Source: an optimization exercise on an open RTL-to-GDS flow (aim: small area). Production flows keep margins and buffers that such runs may drop. Only simulation tests tie the RTL to the original design; equivalence was not proved. Power figures rest on the tool's default switching activity, not on a simulated workload.

==> design.v <==
module tse (
    input  wire        clk,
    input  wire        rst,
    input  wire        req,
    input  wire        req_we,
    input  wire [8:0]  req_addr,
    input  wire [31:0] req_wdata,
    output reg         rsp_valid,
    output reg         rsp_err,
    output reg  [31:0] rsp_rdata
);
    localparam [2:0] E_NONE = 3'd0, E_CIV = 3'd1, E_OVF = 3'd2,
                     E_ILL  = 3'd3, E_EXH = 3'd4;
    reg  [2:0]  st_err;
    reg         st_trunc;
    reg  [4:0]  st_idx;
    reg         cfg_trunc;
    reg  [15:0] arg_n;
    reg  [4:0]  arg_w;
    reg  [15:0] result;
    reg  [31:0] ts_date;
    reg  [31:0] ts_time;
    reg  [15:0] ts_yday;
    reg  [1:0]  fcode;       
    reg  [5:0]  rd_ptr;
    reg  [1:0]  so_sym;
    reg  [5:0]  so_index;
    reg         popped;
    reg         pj;          
    reg  [2:0]  pms;         
    reg  [6:0]  ra;          
    reg         busy, fin;
    reg         pend_pop;    
    reg  [3:0]  k;
    reg  [3:0]  r1, r2, r3, r4, r5, r6;
    reg  [2:0]  r7;
    reg  [1:0]  ydwin, hwin, q2win;
    reg  [2:0]  mwin;
    reg         lp;
    wire [1:0]  fstd   = fcode - 2'd1;
    wire        fvalid = fcode != 2'd0;
    wire        fbpc   = fcode == 2'd3;
    wire [5:0] fidx = ra[6] ? ra[5:0] : rd_ptr;
    wire [3:0] h12    = {r6[3:2] + {1'b0, lp}, r6[1:0]};
    wire [5:0] bmin   = {mwin[1:0], r5};
    wire [3:0] bwd    = {mwin[2], r7};
    wire [5:0] bday   = {ydwin, r4};
    wire [6:0] yy7    = {r2, 3'b000} + {2'b00, r2, 1'b0} + {3'b000, r1};
    wire       p3     = ^{hwin, h12, bmin, bwd};
    wire       p4     = ^{bday, r3, yy7[5:0]};
    wire [37:0] bseq  = {hwin, 2'b00, h12, bmin, bwd, lp, p3, bday, r3, yy7[5:0], 1'b0, p4};
    reg [1:0] fsym;
    always @* begin
        fsym = 2'd0;
        if (fbpc) begin
            if (fidx <= 6'd18) fsym = bseq[37 - 2*fidx -: 2];
        end else if (fvalid) begin
            case (fidx)
                6'd0, 6'd9, 6'd19, 6'd29, 6'd39, 6'd49, 6'd59: fsym = 2'd2;
                6'd1:  fsym = {1'b0, mwin[2]};
                6'd2:  fsym = {1'b0, mwin[1]};
                6'd3:  fsym = {1'b0, mwin[0]};
                6'd5:  fsym = {1'b0, r5[3]};
                6'd6:  fsym = {1'b0, r5[2]};
                6'd7:  fsym = {1'b0, r5[1]};
                6'd8:  fsym = {1'b0, r5[0]};
                6'd12: fsym = {1'b0, hwin[1]};
                6'd13: fsym = {1'b0, hwin[0]};
                6'd15: fsym = {1'b0, r6[3]};
                6'd16: fsym = {1'b0, r6[2]};
                6'd17: fsym = {1'b0, r6[1]};
                6'd18: fsym = {1'b0, r6[0]};
                6'd22: fsym = {1'b0, ydwin[1]};
                6'd23: fsym = {1'b0, ydwin[0]};
                6'd25: fsym = {1'b0, r4[3]};
                6'd26: fsym = {1'b0, r4[2]};
                6'd27: fsym = {1'b0, r4[1]};
                6'd28: fsym = {1'b0, r4[0]};
                6'd30: fsym = {1'b0, r3[3]};
                6'd31: fsym = {1'b0, r3[2]};
                6'd32: fsym = {1'b0, r3[1]};
                6'd33: fsym = {1'b0, r3[0]};
                6'd36: fsym = {1'b0, ^{hwin, r6}};
                6'd37: fsym = {1'b0, ^{mwin, r5}};
                6'd40: fsym = {1'b0, fcode[1] & lp};
                6'd41: fsym = {1'b0, r2[3]};
                6'd42: fsym = {1'b0, r2[2]};
                6'd43: fsym = {1'b0, r2[1]};
                6'd44: fsym = {1'b0, r2[0]};
                6'd45: fsym = {1'b0, r1[3]};
                6'd46: fsym = {1'b0, r1[2]};
                6'd47: fsym = {1'b0, r1[1]};
                6'd48: fsym = {1'b0, r1[0]};
                6'd50: fsym = {1'b0, r7[2]};
                6'd51: fsym = {1'b0, r7[1]};
                6'd52: fsym = {1'b0, r7[0]};
                default: fsym = 2'd0;
            endcase
        end
    end
    function [3:0] penc;
        input [1:0] sel;
        input [1:0] s;
        begin
            case (sel)
                2'd0:    penc = (s == 2'd0) ? 4'b1110 : (s == 2'd1) ? 4'b1101 : 4'b1010;
                2'd1:    penc = (s == 2'd0) ? 4'b0010 : (s == 2'd1) ? 4'b0101 : 4'b0110;
                default: penc = {2'b00, s} + 4'd1;
            endcase
        end
    endfunction
    reg [9:0] pms_ms;
    always @* begin
        case (pms)
            3'd1:    pms_ms = 10'd100;
            3'd2:    pms_ms = 10'd200;
            3'd3:    pms_ms = 10'd300;
            3'd4:    pms_ms = 10'd400;
            3'd5:    pms_ms = 10'd500;
            3'd6:    pms_ms = 10'd800;
            default: pms_ms = 10'd0;
        endcase
    end
    wire [7:0] flen = fbpc ? 8'd19 : fvalid ? 8'd60 : 8'd0;
    always @* begin
        if (ra[6]) begin
            rsp_rdata = {30'd0, fsym};
        end else begin
            case (ra[3:0])
                4'd1:  rsp_rdata = {16'd0, 3'd0, st_idx, 4'd0, st_trunc, st_err};
                4'd2:  rsp_rdata = {31'd0, cfg_trunc};
                4'd3:  rsp_rdata = {16'd0, arg_n};
                4'd4:  rsp_rdata = {27'd0, arg_w};
                4'd5:  rsp_rdata = {16'd0, result};
                4'd6:  rsp_rdata = ts_date;
                4'd7:  rsp_rdata = ts_time;
                4'd8:  rsp_rdata = {16'd0, ts_yday};
                4'd9:  rsp_rdata = {8'd0, 2'd0, rd_ptr, 5'd0, fvalid, fvalid ? fstd : 2'd0, flen};
                4'd10: rsp_rdata = {14'd0, popped ? fstd : 2'd0, 2'd0, so_index, 6'd0, so_sym};
                4'd11: rsp_rdata = {18'd0, (pms != 3'd0) & ~pj, pj, 2'b00, pms_ms};
                default: rsp_rdata = 32'd0;
            endcase
        end
    end
    wire       aligned  = req_addr[1:0] == 2'b00;
    wire       in_frame = req_addr[8] && req_addr[7:2] <= 6'd59;
    wire       in_ctrl  = !req_addr[8] && req_addr[7:2] <= 6'd11;
    wire       mapped   = aligned && (in_frame || in_ctrl);
    wire       wr       = req && req_we && aligned && in_ctrl;
    wire [3:0] wa       = req_addr[5:2];
    wire [3:0] op       = req_wdata[3:0];
    wire [1:0] stdf     = req_wdata[5:4];
    wire       res_zero = req_wdata[31:6] == 26'd0;
    wire       is_cmd   = wr && wa == 4'd0;
    wire       start    = is_cmd && res_zero && op == 4'h8 && stdf != 2'd3;
    wire       popc     = is_cmd && res_zero && op == 4'hA && stdf == 2'd0;
    wire        w_ok16 = (arg_w >= 5'd1) && (arg_w <= 5'd16);
    wire        w_ok8  = (arg_w >= 5'd1) && (arg_w <= 5'd8);
    reg  [15:0] bmask, qmask;
    integer i;
    always @* begin
        for (i = 0; i < 16; i = i + 1) begin
            bmask[i] = arg_w > i;
            qmask[i] = arg_w > (i >> 1);
        end
    end
    wire        bcd_ovf  = (arg_n & ~bmask) != 16'd0;
    wire        quat_ovf = (arg_n & ~qmask) != 16'd0;
    wire        par_val  = ^(arg_n & bmask);
    wire [7:0]  minute  = ts_time[15:8];
    wire [7:0]  hour    = ts_time[7:0];
    wire [7:0]  second  = ts_time[23:16];
    wire [7:0]  weekday = ts_time[31:24];
    wire [7:0]  day     = ts_date[31:24];
    wire [7:0]  month   = ts_date[23:16];
    wire        first16 = k == 4'd15;
    wire        first8  = k == 4'd7;
    wire        lo      = ~k[3];
    wire [15:0] dm      = {6'd0, day[5:0], month[3:0]};
    wire        yb      = ts_date[k];
    wire        db      = fbpc ? dm[k] : ts_yday[k];
    wire        mb      = (fbpc && k[2:0] == 3'd6) ? weekday[3] : minute[k[2:0]];
    wire        hb      = hour[k[2:0]];
    wire        wb      = weekday[k[2:0]];
    function [4:0] d10;      
        input [3:0] r;
        input       b;
        input       div;
        reg         s;
        reg  [3:0]  rm;
        begin
            s  = div && (r >= 4'd5);
            rm = r - 4'd5;
            d10[3:1] = s ? rm[2:0] : r[2:0];
            d10[0]   = b;
            d10[4]   = div ? s : r[3];
        end
    endfunction
    wire [4:0] u1 = d10(first16 ? 4'd0 : r1, yb, 1'b1);
    wire [4:0] u2 = d10(first16 ? 4'd0 : r2, u1[4], 1'b1);
    wire [4:0] u3 = d10(first16 ? 4'd0 : r3, db, !fbpc);
    wire [4:0] u4 = d10(first16 ? 4'd0 : r4, u3[4], !fbpc);
    wire [4:0] u5 = d10(first8 ? 4'd0 : r5, mb, !fbpc);
    wire [4:0] u6 = d10(first8 ? 4'd0 : r6, hb, !fbpc);
    wire [3:0] t7 = {(first8 ? 3'd0 : r7), wb};
    wire [2:0] u7 = fbpc ? t7[2:0] : (t7 >= 4'd7) ? t7 - 4'd7 : t7[2:0];
    wire       yy_nz    = (r1 != 4'd0) || (r2 != 4'd0);
    wire       leap     = ((ts_date[1:0] == 2'd0) && yy_nz) || (!yy_nz && q2win == 2'd0);
    wire       pm       = hour >= 8'd12;
    wire [1:0] p1       = (second == 8'd40) ? 2'd2 : (second == 8'd20) ? 2'd1 : 2'd0;
    wire       bovf_hr  = hour    >= 8'd28;
    wire       bovf_min = minute  >= 8'd64;
    wire       bovf_wd  = weekday >= 8'd16;
    wire       bovf_day = day     >= 8'd64;
    wire       bovf_mon = month   >= 8'd16;
    wire       bovf_yy  = yy7     >= 7'd64;
    wire       bpc_ok   = (second == 8'd0) || (second == 8'd20) || (second == 8'd40);
    wire       jovf_min = minute  >= 8'd80;
    wire       jovf_hr  = hour    >= 8'd40;
    wire       jovf_yd  = ts_yday >= 16'd400;
    task clear_all;
        begin
            st_err    <= E_NONE;
            st_trunc  <= 1'b0;
            st_idx    <= 5'd0;
            cfg_trunc <= 1'b0;
            arg_n     <= 16'd0;
            arg_w     <= 5'd0;
            result    <= 16'd0;
            ts_date   <= 32'd0;
            ts_time   <= 32'd0;
            ts_yday   <= 16'd0;
            fcode     <= 2'd0;
            rd_ptr    <= 6'd0;
            so_sym    <= 2'd0;
            so_index  <= 6'd0;
            popped    <= 1'b0;
            pj        <= 1'b0;
            pms       <= 3'd0;
        end
    endtask
    task set_status;
        input [2:0] err;
        input       trunc;
        input [4:0] idx;
        begin
            st_err   <= err;
            st_trunc <= trunc;
            st_idx   <= idx;
        end
    endtask
    task build_end;
        input       fail;
        input [2:0] err;
        input [4:0] idx;
        input       trunc;
        begin
            if (fail) begin
                set_status(err, 1'b0, idx);
                fcode <= 2'd0;
            end else begin
                set_status(E_NONE, trunc, 5'd0);
            end
        end
    endtask
    always @(posedge clk) begin
        ra <= {req_addr[8], req_addr[7:2]};
        if (busy) begin
            r1 <= u1[3:0];
            r2 <= u2[3:0];
            q2win <= {q2win[0], u2[4]};
            r3 <= u3[3:0];
            r4 <= u4[3:0];
            ydwin <= {ydwin[0], u4[4]};
            if (lo) begin
                r5 <= u5[3:0];
                mwin <= {mwin[1:0], u5[4]};
                r6 <= u6[3:0];
                hwin <= {hwin[0], u6[4]};
                r7 <= u7;
            end
        end
        if (fin) begin
            if (fbpc) begin
                hwin <= p1;
                lp   <= pm;
            end else begin
                lp   <= leap;
            end
        end
    end
    always @(posedge clk) begin
        if (rst) begin
            clear_all;
            busy      <= 1'b0;
            fin       <= 1'b0;
            k         <= 4'd0;
            rsp_valid <= 1'b0;
            rsp_err   <= 1'b0;
            pend_pop  <= 1'b0;
        end else begin
            rsp_valid <= (req && !start && !popc) || fin || pend_pop;
            pend_pop  <= popc;
            if (pend_pop) begin
                if (!fvalid || {2'b00, rd_ptr} >= flen)
                    set_status(E_EXH, 1'b0, 5'd0);
                else begin
                    set_status(E_NONE, 1'b0, 5'd0);
                    so_sym   <= fsym;
                    so_index <= rd_ptr;
                    popped   <= 1'b1;
                    {pj, pms} <= penc(fstd, fsym);
                    rd_ptr   <= rd_ptr + 6'd1;
                end
            end
            rsp_err   <= req && !mapped;
            fin       <= busy && k == 4'd0;
            if (busy) begin
                k <= k - 4'd1;
                if (k == 4'd0) busy <= 1'b0;
            end
            if (fin) begin
                if (fbpc) begin
                    if (!bpc_ok)                     build_end(1'b1, E_CIV, 5'd0, 1'b0);
                    else if (!cfg_trunc && bovf_hr)  build_end(1'b1, E_OVF, 5'd2, 1'b0);
                    else if (!cfg_trunc && bovf_min) build_end(1'b1, E_OVF, 5'd4, 1'b0);
                    else if (!cfg_trunc && bovf_wd)  build_end(1'b1, E_OVF, 5'd7, 1'b0);
                    else if (!cfg_trunc && bovf_day) build_end(1'b1, E_OVF, 5'd10, 1'b0);
                    else if (!cfg_trunc && bovf_mon) build_end(1'b1, E_OVF, 5'd13, 1'b0);
                    else if (!cfg_trunc && bovf_yy)  build_end(1'b1, E_OVF, 5'd15, 1'b0);
                    else build_end(1'b0, E_NONE, 5'd0,
                                   bovf_hr | bovf_min | bovf_wd | bovf_day | bovf_mon | bovf_yy);
                end else begin
                    if (second != 8'd0)              build_end(1'b1, E_CIV, 5'd0, 1'b0);
                    else if (!cfg_trunc && jovf_min) build_end(1'b1, E_OVF, 5'd1, 1'b0);
                    else if (!cfg_trunc && jovf_hr)  build_end(1'b1, E_OVF, 5'd12, 1'b0);
                    else if (!cfg_trunc && jovf_yd)  build_end(1'b1, E_OVF, 5'd22, 1'b0);
                    else build_end(1'b0, E_NONE, 5'd0, jovf_min | jovf_hr | jovf_yd);
                end
            end
            if (wr) begin
                case (wa)
                    4'd2: cfg_trunc <= req_wdata[0];
                    4'd3: arg_n     <= req_wdata[15:0];
                    4'd4: arg_w     <= req_wdata[4:0];
                    4'd6: ts_date   <= req_wdata;
                    4'd7: ts_time   <= req_wdata;
                    4'd8: ts_yday   <= req_wdata[15:0];
                    4'd0: begin
                        if (!res_zero) begin
                            set_status(E_ILL, 1'b0, 5'd0);
                        end else if (op == 4'h8 || op == 4'h9) begin
                            if (stdf == 2'd3) begin
                                set_status(E_ILL, 1'b0, 5'd0);
                            end else if (op == 4'h9) begin
                                if (arg_n > (stdf == 2'd2 ? 16'd3 : 16'd2)) begin
                                    set_status(E_ILL, 1'b0, 5'd0);
                                end else begin
                                    set_status(E_NONE, 1'b0, 5'd0);
                                    {pj, pms} <= penc(stdf, arg_n[1:0]);
                                end
                            end else begin
                                busy     <= 1'b1;
                                k        <= 4'd15;
                                fcode    <= stdf + 2'd1;
                                rd_ptr   <= 6'd0;
                                so_sym   <= 2'd0;
                                so_index <= 6'd0;
                                popped   <= 1'b0;
                                pj       <= 1'b0;
                                pms      <= 3'd0;
                            end
                        end else if (stdf != 2'd0) begin
                            set_status(E_ILL, 1'b0, 5'd0);
                        end else begin
                            case (op)
                                4'h0: ;
                                4'h1: begin
                                    if (!w_ok16)
                                        set_status(E_ILL, 1'b0, 5'd0);
                                    else if (bcd_ovf && !cfg_trunc)
                                        set_status(E_OVF, 1'b0, 5'd0);
                                    else begin
                                        set_status(E_NONE, bcd_ovf, 5'd0);
                                        result <= arg_n & bmask;
                                    end
                                end
                                4'h2: begin
                                    if (!w_ok8)
                                        set_status(E_ILL, 1'b0, 5'd0);
                                    else if (quat_ovf && !cfg_trunc)
                                        set_status(E_OVF, 1'b0, 5'd0);
                                    else begin
                                        set_status(E_NONE, quat_ovf, 5'd0);
                                        result <= arg_n & qmask;
                                    end
                                end
                                4'h3, 4'h4: begin
                                    if (!w_ok16)
                                        set_status(E_ILL, 1'b0, 5'd0);
                                    else begin
                                        set_status(E_NONE, 1'b0, 5'd0);
                                        result <= {15'd0, par_val};
                                    end
                                end
                                4'hA: ;   
                                4'hB: begin
                                    set_status(E_NONE, 1'b0, 5'd0);
                                    rd_ptr <= 6'd0;
                                end
                                4'hF: clear_all;
                                default: set_status(E_ILL, 1'b0, 5'd0);
                            endcase
                        end
                    end
                    default: ;
                endcase
            end
        end
    end
endmodule
==> run.sh <==
#!/bin/bash
# synth_recipe.tcl (not shown) runs the flow's synth.tcl, then flattens the netlist and writes it again
# the make line also repeats each setting of config.mk as NAME=value (left out here)
make -C /OpenROAD-flow-scripts/flow DESIGN_CONFIG=/design/flow/config.mk WORK_HOME=/design/flow/orfs CLKGATE_MAP_FILE= SYNTH_SCRIPT=/design/flow/synth_recipe.tcl finish
==> config.mk <==
export PLATFORM = sky130hd
export DESIGN_NAME = tse
export DESIGN_NICKNAME = tse
export VERILOG_FILES = /design/flow/design.v
export SDC_FILE = /design/flow/constraint.sdc
export NUM_CORES = 4
export LEC_CHECK = 0
export CAP_MARGIN = 20
export CORE_MARGIN = 2
export CORE_UTILIZATION = 50
export CTS_BUF_LIST = sky130_fd_sc_hd__clkbuf_8
export CTS_CLUSTER_DIAMETER = 50
export CTS_CLUSTER_SIZE = 14
export SLEW_MARGIN = 20
==> constraint.sdc <==
create_clock -name core_clock -period 20.0 [get_ports {clk}]
set_input_delay 4.0000 -clock core_clock [delete_from_list [all_inputs] [get_ports {clk}]]
set_output_delay 4.0000 -clock core_clock [all_outputs]
set_load 0.01 [all_outputs]
==> reports/results.txt, run 1 <==
First-pass GRT wire length: 75.32 mm
Crit path max fanout: 25
CTS Buf Count: 28
Cell count after synthesis: 1669
Inserted Diodes: 0
Gr usage total: 0.3407
Power density over cell area: 56.79 nW/µm²
Vias in the first global route: 12470
Rows: 60
Final HPWL DP: 36.01 mm
Ys flop type: dfxtp_1
Min Clock Period, post-route: 9436 ps
Kind of critical path: reg2out
Share of layout cells above drive strength 1: 0.07584
Drt total wl: 49.33 mm
# hold bufs at CTS: 0
Skew final: 44.96 ps
FF+latch count, synth: 201
DP Worst Slack: 11320 ps
Post-cts sizing count: 0
Final Hold Vio Count: 0
EDFF count, synth: 35
CTS tree: built
Outcome: finished clean
Final Wtd Congestion: 0.9186
Die Wd: 168.9 µm
Avg Cell Area, Syn: 8.150 µm²
Initial drt markers: 1527
Chip Height: 168.9 µm
Initial Utilization: 0.5076
Post-Synthesis Cell Area: 13600 µm²
Commonest non-fill, non-tap cell in the layout: nor2_1
Synth area leader: dfxtp_1
CP Data Required Time: 16000 ps
Synth top area share: 0.2443
Port bufs: 78
Unrepaired setup endpoints after global routing: no
Critical Path End Type: output port
Root Buffer: clkbuf_8
Ys async rst share: 0
Worst Path Arrival: 5440 ps
Distinct cells, synth: 89
FILL cells: 2567
Maximum clock frequency: 106.0 MHz
Clk sinks: 201
Leakage: 0.005500 µW
Clock Tree Buf Depth: 3
Nets: 1787
Full die area: 28540 µm²
Largest net degree at the start of global routing: 76
TNS Setup: 0 ps
I/O Pins: 79
Ys Warns: 1
H-tree Lvls: 1
Final Cycle Share: 0.4718
Total grt overflow: 0
Worst-Skew Late Latency: 620 ps
Worst setup SP type: flip-flop
VDD IR max: 0.04480 mV
Vias per std cell: 6.506
Antenna viol nets, final: 0
Number of setup buffers added after CTS: 0
Vias: 13290
Min-Delay Path Class: reg2reg
Sequential fraction of the synthesis area: 0.3216
Slew HR: 0.2351
Area growth, synth to finish: 11.54%
Final setup viols: 0
Final setup margin: 10560 ps
Synth area leaders: dfxtp_1 24%, edfxtp_1 7.7%, ha_1 5.6%
Maxcap violations: 0
Mapped Nets: 1777
Core area: 26800 µm²
Initial antenna violation count: 0
DR DRC count: 0
Reg clk slew, reported paths: 90 ps
Most frequent cells in the layout: 198 x nor2_1, 190 x nand2_1, 166 x dfxtp_1
Worst-margin pin slew: 1147 ps
Drt wl/cell: 24.16 µm
Slew Viols, Final: 0
Pre-Repair DR Iteration Count: 7
## final timing paths
| check | start | endpoint | slack (ps) | cells after the start |
|---|---|---|---|---|
| hold reg to reg | q2win[0] | q2win[1] | 470 | 0 |
| setup reg to reg | ra[1] | pms[2] | 15090 | 15 |
| hold / removal | q2win[0] | q2win[1] | 470 | 0 |
| setup / recovery | ra[1] | rsp_rdata[0] | 10560 | 12 |
## metal layers
layer	GRT usage	vias up	wire length [µm]
met5	0	-	0
met2	0.5586	656	22640
met1	0.4703	6425	21030
li1	-	6095	-
met4	0.09483	0	1475
met3	0.04816	110	4181
## cells by family after synthesis
kind of cell	synth area share
AOI/OAI and AO/OA	0.2191
xor gates and xnor gates	0.04709
adders and majority gates	0.05905
buffers and inverters	0.04737
DFF	0.3216
muxes	0.08352
and+or+nand+nor	0.2223
## sequential cells by signal, summed over array words and instances, names as in the netlist, 4 cells and up
signal / count
arg_n: 16
arg_w: 5
k: 4
r1: 4
r2: 4
r3: 4
r4: 4
r5: 4
r6: 4
ra: 7
rd_ptr: 6
result: 16
so_index: 6
st_idx: 5
ts_date: 32
ts_time: 32
ts_yday: 16
## final cells by class
class	count	area, µm²	area share
clock inverters	23	257.7	0.01699
repair buffers	96	913.4	0.06020
inverters	49	186.4	0.01229
well taps	341	426.7	0.02812
multi-input cells	1303	8616	0.5678
flip-flops and latches	201	4374	0.2883
clock buffers	29	399.1	0.02630
## power breakdown
part           leakage (µW)  switching, µW  internal (µW)
clock network      0.000313            200            176
logic               0.00353           46.2           25.2
registers           0.00165           3.34            411
total               0.00550            250            612
## critical path, cell delays in order (launching register included)
cell	delay, ps
dfxtp_1	1010
mux2i_4	420
inv_4	320
ha_1	520
nand3_1	130
o32ai_1	370
xnor2_1	270
o311a_1	180
o311a_1	350
o21ai_2	240
inv_1	150
o22ai_1	260
clkdlybuf4s50_1	600
## stage by stage
step | instance area (µm²) | power, µW | utilization | cells | hold slack [ps]
global route | 15170 | 884.0 | 0.5662 | 2042 | 492.7
finish | 15170 | 861.6 | 0.5662 | 2042 | 469.7
CTS | 15170 | 863.0 | 0.5662 | 2042 | 462.9
detailed placement | 14520 | 492.8 | 0.5416 | 1990 | 448.8
global placement | 14520 | 493.1 | 0.5416 | 1990 | 439.9
floorplan | 13600 | 464.6 | - | 1669 | 427.8
## cells in the mapped netlist (32+ instances only)
master	count
a21oi_1	121
a22oi_1	72
clkbuf_1	100
dfxtp_1	166
edfxtp_1	35
ha_1	61
inv_1	46
mux2i_1	58
nand2_1	190
nand2b_1	32
nand3_1	59
nor2_1	198
o21ai_0	61
xnor2_1	51
==> inputs of run 2 (changes only) <==
==> config.mk (replaced) <==
export PLATFORM = sky130hd
export DESIGN_NAME = tse
export DESIGN_NICKNAME = tse
export VERILOG_FILES = /design/flow/design.v
export SDC_FILE = /design/flow/constraint.sdc
export NUM_CORES = 4
export LEC_CHECK = 0
export CAP_MARGIN = 20
export CORE_MARGIN = 2
export CORE_UTILIZATION = 30
export SLEW_MARGIN = 20
==> run 2 against run 1 <==
Against the previous run: critical path depth is the same; synthesized cell count is the same; routed wire length grew 2.1%; final cell count grew 12%; area after synthesis is the same; register-to-register slack lost 170 ps; sequential power is essentially flat; critical path type unchanged; critical endpoint unchanged; highest routed layer is now met5.
==> reports/results.txt, run 2 <==
Drt wl/cell: 21.98 µm (-9.0%)
I/O Pins: 79 (unchanged)
Initial antenna violation count: 1 (+1)
Distinct cells, synth: 89 (unchanged)
Endpoint, Worst Hold: ts_time[26]
Initial Utilization: 0.3017 (-0.2059)
Vias in the first global route: 12450 (-0.14%)
FF-to-FF Start: ra[1]
Final core occ: 0.3463 (-0.2199)
Ys flop type: dfxtp_1
CTS tree: built
Synth area leaders: dfxtp_1 24%, edfxtp_1 7.7%, ha_1 5.6%
Commonest non-fill, non-tap cell in the layout: nor2_1
Initial drt markers: 1536 (+0.59%)
Most frequent cells in the layout: 198 x nor2_1, 190 x nand2_1, 166 x dfxtp_1
Rows: 78 (+30%)
Area after DPL: 14830 µm² (+2.1%)
Regs by FF count: ts_date: 32 flops, ts_time: 32 flops
DR DRC count: 0 (unchanged)
Final Wtd Congestion: 0.9439 (+2.8%)
Reg2reg path depth: 14 (-1)
Reg-to-reg endpoint: pms[1]
Final setup viols: 0 (unchanged)
Core area: 45090 µm² (+68%)
Met1 Use GR: 0.2924 (-0.1779)
Antenna viol nets, final: 0 (unchanged)
Crit-path slowest cell: dfxtp_1
Post-Synth Adder-Cell Area: 0.05905 (unchanged)
Root Buffer: clkbuf_16
Drt total wl: 50.37 mm (+2.1%)
Power density over cell area: 59.40 nW/µm² (+4.6%)
Worst-Skew Late Latency: 550 ps (-70 ps)
Met2 Usage GRT: 0.3342 (-0.2244)
Post-cts sizing count: 0 (unchanged)
# hold bufs at CTS: 0 (unchanged)
FILL cells: 4746 (+85%)
Cell count after synthesis: 1669 (unchanged)
Full die area: 47060 µm² (+65%)
GRT busiest layer: met2
Most numerous cell in the Yosys netlist: nor2_1
Ys Warns: 1 (unchanged)
Synth top area share: 0.2443 (unchanged)
Maxcap violations: 0 (unchanged)
Critical Path End Type: output port
Avg Cell Area, Syn: 8.150 µm² (unchanged)
Outcome: finished clean
Simple-Gate Fraction of Synth Area: 0.2223 (unchanged)
Worst setup SP type: flip-flop
Skew final: 27.90 ps (-17.06 ps)
Sequential fraction of the synthesis area: 0.3216 (unchanged)
Nets: 1782 (-0.28%)
CP Cell Sequence: mux2i_4, inv_4, ha_1, nand3_1, o32ai_1, xnor2_1, o311a_1, o311a_1, o21ai_2, inv_1, o22ai_1, clkdlybuf4s50_1
Die Wd: 216.9 µm (+28%)
Hold wc startpoint: ts_time[26]
Pre-Repair DR Iteration Count: 9 (+2)
Port bufs: 78 (unchanged)
Vias per std cell: 5.788 (-11%)
Min-Delay Path Class: reg2reg
Synth Area in XOR/XNOR: 0.04709 (unchanged)
TNS Setup: 0 ps (unchanged)
Compound-cell area share of the yosys netlist: 0.2191 (unchanged)
Ys async rst share: 0 (unchanged)
Leakage: 0.005570 µW (+1.3%)
Clk sinks: 201 (unchanged)
Hold Path Cell Cnt: 2 (+2)
Kind of critical path: reg2out
Chip Height: 216.9 µm (+28%)
Reg-to-reg slack, setup: 14920 ps (-170 ps)
Vias: 13270 (-0.16%)
CP most frequent cell: o311a_1
Final HPWL DP: 36.78 mm (+2.1%)
Mux share of post-synthesis cell area: 0.08352 (unchanged)
Unrepaired setup endpoints after global routing: no
Inst Count DP: 2248 (+13%)
Largest family of logic cells by synthesized area: simple AND/OR/NAND/NOR gates
Post-Synthesis Cell Area: 13600 µm² (unchanged)
Largest net degree at the start of global routing: 77 (+1.3%)
Design area: 15610 µm² (+2.9%)
CTS Buf Count: 24 (-14%)
Share of layout cells above drive strength 1: 0.06619 (-0.009644)
EDFF count, synth: 35 (unchanged)
WHS: 475.2 ps (+5.451 ps)
Synth area leader: dfxtp_1
FF+latch count, synth: 201 (unchanged)
Worst-margin pin slew: 1129 ps (-18.13 ps)
Inserted Diodes: 0 (unchanged)
Maximum clock frequency: 106.0 MHz (about the same)
Crit-path max cell delay: 1020 ps (about the same)
CP Data Required Time: 16000 ps (about the same)
Met3 Track Usage GR: 0.03187 (-0.01630)
Synth cell count leaders: 198 x nor2_1, 190 x nand2_1, 166 x dfxtp_1
Final Cycle Share: 0.4716 (about the same)
Final Hold Vio Count: 0 (unchanged)
H-tree Lvls: 1 (unchanged)
Crit path max fanout: 25 (unchanged)
Reg clk slew, reported paths: 60 ps (-30 ps)
Non-filler cells, final: 2292 (+12%)
Gr usage total: 0.2094 (-0.1313)
Worst Path Arrival: 5430 ps (about the same)
Slew HR: 0.2472 (+0.01209)
Mapped Nets: 1777 (unchanged)
Number of setup buffers added after CTS: 0 (unchanged)
Area growth, synth to finish: 14.78%
VDD IR max: 0.04684 mV (+4.5%)
First-pass GRT wire length: 77.00 mm (+2.2%)
Total grt overflow: 0 (unchanged)
Min Clock Period, post-route: 9433 ps (-2.900 ps)
Clock Tree Buf Depth: 3 (unchanged)
Slew Viols, Final: 0 (unchanged)
-- run 2: cell counts after synthesis --
No cell type changed its count.
-- run 2: where the power goes --
part           total [µW]  switching (µW)  internal, µW
Sequential            415            3.46           411
Combinational        71.3            46.1          25.2
Clock                 441             183           259
Total                 928             232           695
-- run 2: worst max-delay path by stage --
| stage | depth (start not counted) | endpoint | slack [ps] | from |
|---|---|---|---|---|
| final | 12 | rsp_rdata[0] | 10570 | ra[1] |
| after floorplan | 16 | rsp_rdata[0] | 12270 | r2[0] |
| after global routing | 12 | rsp_rdata[0] | 10330 | ra[1] |
| after global placement | 17 | rsp_rdata[0] | 11300 | r2[0] |
| after CTS | 12 | rsp_rdata[0] | 10630 | ra[1] |
| after detailed placement | 12 | rsp_rdata[0] | 11220 | ra[1] |
-- run 2: metrics by stage --
step                      setup slack (ps)  power [µW]
after floorplan                      12270       464.6
after global placement               11300       493.7
after detailed placement             11220       493.8
after CTS                            10630       933.8
after global routing                 10330       956.8
final                                10570       927.5
-- run 2: cell families after synthesis --
kind of cell / after synthesis
and+or+nand+nor: 646
AOI/OAI and AO/OA: 437
DFF: 201
buffers and inverters: 165
muxes: 87
xor gates and xnor gates: 70
adders and majority gates: 63
-- run 2: per-layer routing --
metal / wire length (µm) / vias to the layer above
met4: 1545 / 2
met1: 22230 / 6485
met2: 22770 / 590
met3: 3811 / 96
met5: 18 / -
li1: - / 6092
-- run 2: layout make-up --
| class | count | area, µm² | share of cell area |
|---|---|---|---|
| clock buffer | 36 | 708.2 | 0.04536 |
| clock inverter | 8 | 80.08 | 0.005129 |
| inverter | 49 | 186.4 | 0.01194 |
| multi-input combinational | 1303 | 8608 | 0.5513 |
| sequential | 201 | 4374 | 0.2802 |
| tap | 600 | 750.7 | 0.04808 |
| timing repair buffer | 95 | 905.9 | 0.05802 |
-- run 2: critical path: cells and delay by family (launching register included) --
family	cells	cell delay, ps
AO/OA/AOI/OAI	5	1400
buffers and inverters	3	1050
multiplexers	1	440
flip-flops	1	1020
AND/OR/NAND/NOR	1	150
XOR/XNOR	1	280
adder cells (fa/ha/maj)	1	540

==> what the ideal ports hide <==
The flow's constraints put no driver on any port. The routed layouts listed below were extracted and timed again, unchanged, in two steps.
Step 1: set_driving_cell puts a clkbuf_16 on clk and a buf_2 on each other input, an assumption about the parent block.
Step 2 also shifts input and output timing later by t, the mid clock arrival at the registers, as if the neighbouring blocks saw the same clock.
Three values: ideal, step 1, step 2; two values: the first two.
run	t, ns	setup WS [ns]	worst setup path after step 2
run 1	0.641	10.564 / 10.517 / 11.158	register to output
run 2	0.591	10.567 / 10.514 / 11.105	register to output
After both steps every run listed still meets setup and hold.
